From an optimization exercise on the open Yosys and OpenROAD flow, aimed at small area, a short achievable clock period and few clock cycles per item; shortcuts taken in it are not production practice. Where RTL was checked, it was by simulation tests only, not by an equivalence proof against the original.

==> flow/design.v <==
module smlb_compositor #(
    parameter H = 64                       
) (
    input  wire        clk,
    input  wire        rst,                
    input  wire        in_valid,
    output wire        in_ready,
    input  wire [47:0] in_src,
    input  wire [47:0] in_row,
    input  wire        in_last,
    input  wire [15:0] in_hwy,
    input  wire [2:0]  in_shift,
    input  wire [7:0]  in_bright,
    input  wire        in_ck_en,
    input  wire [47:0] in_ck_key,
    input  wire [15:0] in_ck_first,
    input  wire [15:0] in_ck_last,
    output reg         out_valid,
    input  wire        out_ready,
    output wire [47:0] out_row,
    output wire        out_last,
    output wire [1:0]  out_status
);
    localparam [1:0] ST_OK = 2'd0, ST_SATURATED = 2'd1, ST_RANGE = 2'd2;
    reg adv;
    assign in_ready = adv;
    wire       in_range = (in_shift > 3'd4) || (in_hwy >= H);
    wire [5:0] hwy_lo   = in_hwy[5:0];
    wire       below    = (in_ck_first[15:6] != 10'd0) || (hwy_lo < in_ck_first[5:0]);
    wire       above    = (in_ck_last[15:6] == 10'd0) && (hwy_lo > in_ck_last[5:0]);
    wire       in_keyed = in_src == in_ck_key;
    wire       in_skip  = in_range || (in_bright == 8'd0) ||
                          (in_ck_en && (below || above || in_keyed));
    reg        s1_valid;
    reg [47:0] s1_src, s1_row;
    reg [2:0]  s1_shift;
    reg [7:0]  s1_bright;
    reg        s1_skip, s1_range, s1_last;
    always @(posedge clk) begin
        if (rst)
            s1_valid <= 1'b0;
        else if (adv)
            s1_valid <= in_valid;
    end
    always @(posedge clk) begin
        if (adv && in_valid) begin
            s1_src    <= in_src;
            s1_row    <= in_row;
            s1_shift  <= in_shift;
            s1_bright <= in_bright;
            s1_skip   <= in_skip;
            s1_range  <= in_range;
            s1_last   <= in_last;
        end
    end
    function [16:0] correct_raw;           
        input [15:0] v;
        input [2:0]  s;
        reg   [19:0] t;
        begin
            t = {4'd0, v} << s;
            if (t[19:16] != 4'd0)
                correct_raw = {1'b1, 16'hFFFF};
            else
                correct_raw = {1'b0, t[15:0]};
        end
    endfunction
    function [23:0] numer;
        input [15:0] o;
        input [15:0] t;
        input [7:0]  br;
        reg signed [16:0] d;
        reg signed [26:0] n;
        begin
            d = $signed({1'b0, t}) - $signed({1'b0, o});
            n = $signed({11'd0, o, 8'd0}) - $signed({11'd0, o}) +
                $signed({1'b0, br}) * d;
            numer = n[23:0];
        end
    endfunction
    wire [16:0] cr = correct_raw(s1_src[47:32], s1_shift);
    wire [16:0] cg = correct_raw(s1_src[31:16], s1_shift);
    wire [16:0] cb = correct_raw(s1_src[15:0],  s1_shift);
    wire [7:0]  br_eff = s1_skip ? 8'd0 : s1_bright;
    wire [23:0] nr = numer(s1_row[47:32], cr[15:0], br_eff);
    wire [23:0] ng = numer(s1_row[31:16], cg[15:0], br_eff);
    wire [23:0] nb = numer(s1_row[15:0],  cb[15:0], br_eff);
    wire pix_sat = !s1_skip && (cr[16] || cg[16] || cb[16]);
    reg row_sat;
    wire [1:0] status = s1_range             ? ST_RANGE :
                        (row_sat || pix_sat) ? ST_SATURATED : ST_OK;
    reg        s2_valid;
    reg [23:0] s2_nr, s2_ng, s2_nb;
    reg [1:0]  s2_status;
    reg        s2_last;
    always @(posedge clk) begin
        if (rst) begin
            s2_valid <= 1'b0;
            row_sat  <= 1'b0;
        end else if (adv) begin
            s2_valid <= s1_valid;
            if (s1_valid)
                row_sat <= s1_last ? 1'b0 : (row_sat || pix_sat);
        end
    end
    always @(posedge clk) begin
        if (adv && s1_valid) begin
            s2_nr     <= nr;
            s2_ng     <= ng;
            s2_nb     <= nb;
            s2_status <= s1_last ? status : ST_OK;
            s2_last   <= s1_last;
        end
    end
    function [15:0] div255;
        input [23:0] n;
        reg   [40:0] s;
        begin
            s = {1'b0, n, 16'd0} + {9'd0, n, 8'd0} + {17'd0, n} + 41'h10000;
            div255 = s[39:24];
        end
    endfunction
    wire [50:0] wdata = {div255(s2_nr), div255(s2_ng), div255(s2_nb),
                         s2_last, s2_status};
    reg  [50:0] fifo0, fifo1;
    reg         wr_ptr, rd_ptr;
    reg  [1:0]  count;
    wire wr = adv && s2_valid;
    wire rd = out_valid && out_ready;
    wire [1:0] count_nx = count + {1'b0, wr} - {1'b0, rd};
    always @(posedge clk) begin
        if (rst) begin
            wr_ptr    <= 1'b0;
            rd_ptr    <= 1'b0;
            count     <= 2'd0;
            out_valid <= 1'b0;
            adv       <= 1'b1;
        end else begin
            if (wr) wr_ptr <= !wr_ptr;
            if (rd) rd_ptr <= !rd_ptr;
            count     <= count_nx;
            out_valid <= count_nx != 2'd0;
            adv       <= count_nx != 2'd2;
        end
    end
    always @(posedge clk) begin
        if (wr && !wr_ptr) fifo0 <= wdata;
        if (wr &&  wr_ptr) fifo1 <= wdata;
    end
    wire [50:0] head = rd_ptr ? fifo1 : fifo0;
    assign out_row    = head[50:3];
    assign out_last   = head[2];
    assign out_status = head[1:0];
endmodule
clock: 24.0 ns
lec_check: 0
cap_margin: 20
core_margin: 2
core_utilization: 40
place_density: 0.6
slew_margin: 20
run.sh (not shown) runs the stock make flow with config.mk's settings and CLKGATE_MAP_FILE= SYNTH_SCRIPT=/design/flow/synth_recipe.tcl, a recipe that flattens the netlist after the stock synthesis.
Change:
--- a/flow/design.v
+++ b/flow/design.v
@@ -69,13 +69,13 @@
         input [15:0] o;
         input [15:0] t;
         input [7:0]  br;
-        reg signed [16:0] d;
-        reg signed [26:0] n;
+        integer i;
+        reg [23:0] n;
         begin
-            d = $signed({1'b0, t}) - $signed({1'b0, o});
-            n = $signed({11'd0, o, 8'd0}) - $signed({11'd0, o}) +
-                $signed({1'b0, br}) * d;
-            numer = n[23:0];
+            n = 24'd0;
+            for (i = 0; i < 8; i = i + 1)
+                n = n + ({8'd0, (br[i] ? t : o)} << i);
+            numer = n;
         end
     endfunction
     wire [16:0] cr = correct_raw(s1_src[47:32], s1_shift);
=> The new run ran to the end with no violations; synthesized cell count went down by about 12%; global-route usage went down by 0.73 points; worst setup slack gains 2.2 ns; clock-buffer cell count went up by 1; final cell count went down by about 14%.
No functional check of the RTL was part of any run of this note.

========
Setup of the reference run:
smlb_compositor, a different RTL version from the one above (not shown whole).
Size in the first run: ~3000 cells after synthesis, ~300 flip-flops, ~260 I/O pins.
==> module smlb_compositor, before the edit <==
module smlb_compositor #(
    parameter H = 64                       
) (
    input  wire        clk,
    input  wire        rst,                
    input  wire        in_valid,
    output wire        in_ready,
    input  wire [47:0] in_src,
    input  wire [47:0] in_row,
    input  wire        in_last,
    input  wire [15:0] in_hwy,
    input  wire [2:0]  in_shift,
    input  wire [7:0]  in_bright,
    input  wire        in_ck_en,
    input  wire [47:0] in_ck_key,
    input  wire [15:0] in_ck_first,
    input  wire [15:0] in_ck_last,
    output reg         out_valid,
    input  wire        out_ready,
    output reg  [47:0] out_row,
    output reg         out_last,
    output reg  [1:0]  out_status
);
    localparam [1:0] ST_OK = 2'd0, ST_SATURATED = 2'd1, ST_RANGE = 2'd2;
    reg  k_valid;
    reg  in_ready_q;
    wire adv = !k_valid;
    assign in_ready = in_ready_q;
    wire       in_range = (in_shift > 3'd4) || (in_hwy >= H);
    wire [5:0] hwy_lo   = in_hwy[5:0];
    wire       below    = (in_ck_first[15:6] != 10'd0) || (hwy_lo < in_ck_first[5:0]);
    wire       above    = (in_ck_last[15:6] == 10'd0) && (hwy_lo > in_ck_last[5:0]);
    wire       in_keyed = in_src == in_ck_key;
    wire       in_rskip = in_range || (in_bright == 8'd0) ||
                          (in_ck_en && (below || above));
    function [16:0] correct_raw;           
        input [15:0] v;
        input [2:0]  s;
        reg   [15:0] t;
        reg          c;
        begin
            if (s[2]) begin
                t = {v[11:0], 4'd0};
                c = v[15:12] != 4'd0;
            end else begin
                case (s[1:0])
                    2'd0: begin t = v;                c = 1'b0;              end
                    2'd1: begin t = {v[14:0], 1'd0};  c = v[15];             end
                    2'd2: begin t = {v[13:0], 2'd0};  c = v[15:14] != 2'd0;  end
                    default: begin t = {v[12:0], 3'd0}; c = v[15:13] != 3'd0; end
                endcase
            end
            correct_raw = {c, t};
        end
    endfunction
    wire [16:0] in_cr = correct_raw(in_src[47:32], in_shift);
    wire [16:0] in_cg = correct_raw(in_src[31:16], in_shift);
    wire [16:0] in_cb = correct_raw(in_src[15:0],  in_shift);
    reg        s1_valid;
    reg [47:0] s1_u, s1_row;               
    reg [2:0]  s1_clamp;                   
    reg [7:0]  s1_bright;
    reg        s1_rskip, s1_ck_en, s1_keyed, s1_range, s1_last;
    always @(posedge clk) begin
        if (rst)
            s1_valid <= 1'b0;
        else if (adv)
            s1_valid <= in_valid;
    end
    always @(posedge clk) begin
        if (adv) begin
            s1_u      <= {in_cr[15:0], in_cg[15:0], in_cb[15:0]};
            s1_clamp  <= {in_cr[16], in_cg[16], in_cb[16]};
            s1_row    <= in_row;
            s1_bright <= in_bright;
            s1_rskip  <= in_rskip;
            s1_ck_en  <= in_ck_en;
            s1_keyed  <= in_keyed;
            s1_range  <= in_range;
            s1_last   <= in_last;
        end
    end
    wire        s1_skip = s1_rskip || (s1_ck_en && s1_keyed);
    wire [7:0]  br_eff = s1_skip ? 8'd0 : s1_bright;
    wire [47:0] s1_t = s1_u | {{16{s1_clamp[2]}}, {16{s1_clamp[1]}}, {16{s1_clamp[0]}}};
    wire [23:0] nr, ng, nb;
    smlb_numer u_nr (.o(s1_row[47:32]), .t(s1_t[47:32]), .br(br_eff), .n(nr));
    smlb_numer u_ng (.o(s1_row[31:16]), .t(s1_t[31:16]), .br(br_eff), .n(ng));
    smlb_numer u_nb (.o(s1_row[15:0]),  .t(s1_t[15:0]),  .br(br_eff), .n(nb));
    wire pix_sat = !s1_skip && (s1_clamp != 3'd0);
    reg row_sat;
    wire [1:0] status = s1_range             ? ST_RANGE :
                        (row_sat || pix_sat) ? ST_SATURATED : ST_OK;
    reg        s2_valid;
    reg [23:0] s2_nr, s2_ng, s2_nb;
    reg [1:0]  s2_status;
    reg        s2_last;
    always @(posedge clk) begin
        if (rst) begin
            s2_valid <= 1'b0;
            row_sat  <= 1'b0;
        end else if (adv) begin
            s2_valid <= s1_valid;
            if (s1_valid)
                row_sat <= s1_last ? 1'b0 : (row_sat || pix_sat);
        end
    end
    always @(posedge clk) begin
        if (adv) begin
            s2_nr     <= nr;
            s2_ng     <= ng;
            s2_nb     <= nb;
            s2_status <= s1_last ? status : ST_OK;
            s2_last   <= s1_last;
        end
    end
    wire [15:0] qr, qg, qb;
    smlb_div255 u_qr (.n(s2_nr), .q(qr));
    smlb_div255 u_qg (.n(s2_ng), .q(qg));
    smlb_div255 u_qb (.n(s2_nb), .q(qb));
    wire [50:0] res = {qr, qg, qb, s2_last, s2_status};
    reg  [50:0] k_data;
    wire        o_free = !out_valid || out_ready;
    always @(posedge clk) begin
        if (rst) begin
            out_valid <= 1'b0;
            k_valid   <= 1'b0;
        end else if (o_free) begin
            out_valid <= k_valid || s2_valid;
            k_valid   <= 1'b0;
        end else if (!k_valid) begin
            k_valid   <= s2_valid;
        end
    end
    always @(posedge clk) begin
        if (rst)
            in_ready_q <= 1'b1;
        else
            in_ready_q <= o_free || (!k_valid && !s2_valid);
    end
    always @(posedge clk) begin
        if (!k_valid)
            k_data <= res;
        if (o_free)
            {out_row, out_last, out_status} <= k_valid ? k_data : res;
    end
endmodule
clock: 24.0 ns
lec_check: 0
cap_margin: 20
core_margin: 2
core_utilization: 55
cts_buf_list: sky130_fd_sc_hd__clkbuf_8
cts_cluster_diameter: 50
cts_cluster_size: 15
place_density: 0.7
slew_margin: 20
standard.sh (not shown) runs the stock make flow with config.mk's settings and CLKGATE_MAP_FILE= SYNTH_SCRIPT=/design/flow/synth_recipe.tcl, a recipe that flattens the netlist after the stock synthesis.
==> flow/flow/run.sh <==
#!/bin/bash
# The standard layout, with two changes: the ports get buf_1 buffers instead
# of the delay buffers buffer_ports picks by default, and the timing repair
# is asked to leave a setup margin, so that it works on the paths that set
# the achieved period. Each tool's log is in orfs/logs; make's output is in
# standard.log.
set -e
bash standard.sh SETUP_SLACK_MARGIN=18.0 "BUFFER_PORTS_ARGS=-buffer_cell sky130_fd_sc_hd__buf_1" finish > standard.log 2>&1
Modified inputs, the trial run compared to the reference run
--- a/flow/design.v
+++ b/flow/design.v
@@ -32,6 +32,6 @@
     wire       above    = (in_ck_last[15:6] == 10'd0) && (hwy_lo > in_ck_last[5:0]);
     wire       in_keyed = in_src == in_ck_key;
-    wire       in_rskip = in_range || (in_bright == 8'd0) ||
-                          (in_ck_en && (below || above));
+    wire       in_skip  = in_range || (in_bright == 8'd0) ||
+                          (in_ck_en && (below || above || in_keyed));
     function [16:0] correct_raw;           
         input [15:0] v;
@@ -61,5 +61,5 @@
     reg [2:0]  s1_clamp;                   
     reg [7:0]  s1_bright;
-    reg        s1_rskip, s1_ck_en, s1_keyed, s1_range, s1_last;
+    reg        s1_skip, s1_range, s1_last;
     always @(posedge clk) begin
         if (rst)
@@ -74,12 +74,9 @@
             s1_row    <= in_row;
             s1_bright <= in_bright;
-            s1_rskip  <= in_rskip;
-            s1_ck_en  <= in_ck_en;
-            s1_keyed  <= in_keyed;
+            s1_skip   <= in_skip;
             s1_range  <= in_range;
             s1_last   <= in_last;
         end
     end
-    wire        s1_skip = s1_rskip || (s1_ck_en && s1_keyed);
     wire [7:0]  br_eff = s1_skip ? 8'd0 : s1_bright;
     wire [47:0] s1_t = s1_u | {{16{s1_clamp[2]}}, {16{s1_clamp[1]}}, {16{s1_clamp[0]}}};
## What came out
Final standard cell area without fillers, the trial run and the reference run: smaller value in the trial run
The trial run reports a higher placed cell area than the reference run does.
Top fanout value on the critical path down 4 in the trial run wrt the reference run
NOTE routed wire length the reference run->the trial run decreased slightly
The reference run has higher area growth from synthesis to layout than the trial run.
The trial run ends up with a data arrival time of the critical path that is 5.30 ns lower than in the reference run.
Changes observed in the trial run relative to the reference run: detailed-route vias per instance closely matched the old numbers.
Testbench counts of the trial run, summed over its fixed seeds: cycles 12,312, items 12,288.
The RTL of the reference run was laid out without a check of its function.

separate check: timing with driven ports:
Ports are ideal in the flow. The routed layouts listed here were re-timed in OpenROAD. Step 1 (the two cells are an assumption about what drives the block):
set clk [get_ports {clk}]
set_driving_cell -lib_cell sky130_fd_sc_hd__clkbuf_16 $clk
set_driving_cell -lib_cell sky130_fd_sc_hd__buf_2 [delete_from_list [all_inputs] $clk]
Step 2 moves the port delays by t, midway between the first and last clock arrival at a register: inputs arrive t later, outputs are due t later. That takes back most of the time a late clock gives input paths. Slacks: ideal ports / drivers / drivers and shift; pairs: ideal ports / drivers.
run	t, ns	setup WS [ns]	hold WS [ns]	slew at the worst register clock pin (ns)
the first run of note 1	0.637	14.051 / 14.051 / 14.051	0.444 / 0.444 / 0.444	0.06 / 0.06
the second run of note 1	0.618	16.290 / 16.290 / 16.290	0.463 / 0.463 / 0.463	0.06 / 0.06
the reference run	0.676	17.919 / 17.948 / 17.271	0.471 / 0.471 / 0.471	0.09 / 0.09
the trial run	0.665	18.031 / 17.976 / 17.464	0.465 / 0.465 / 0.465	0.10 / 0.10
After both steps setup and hold are still met in every run listed. For the reference run, which loses most, drivers alone change the setup slack by +0.029 ns; drivers and shift together by -0.648 ns.
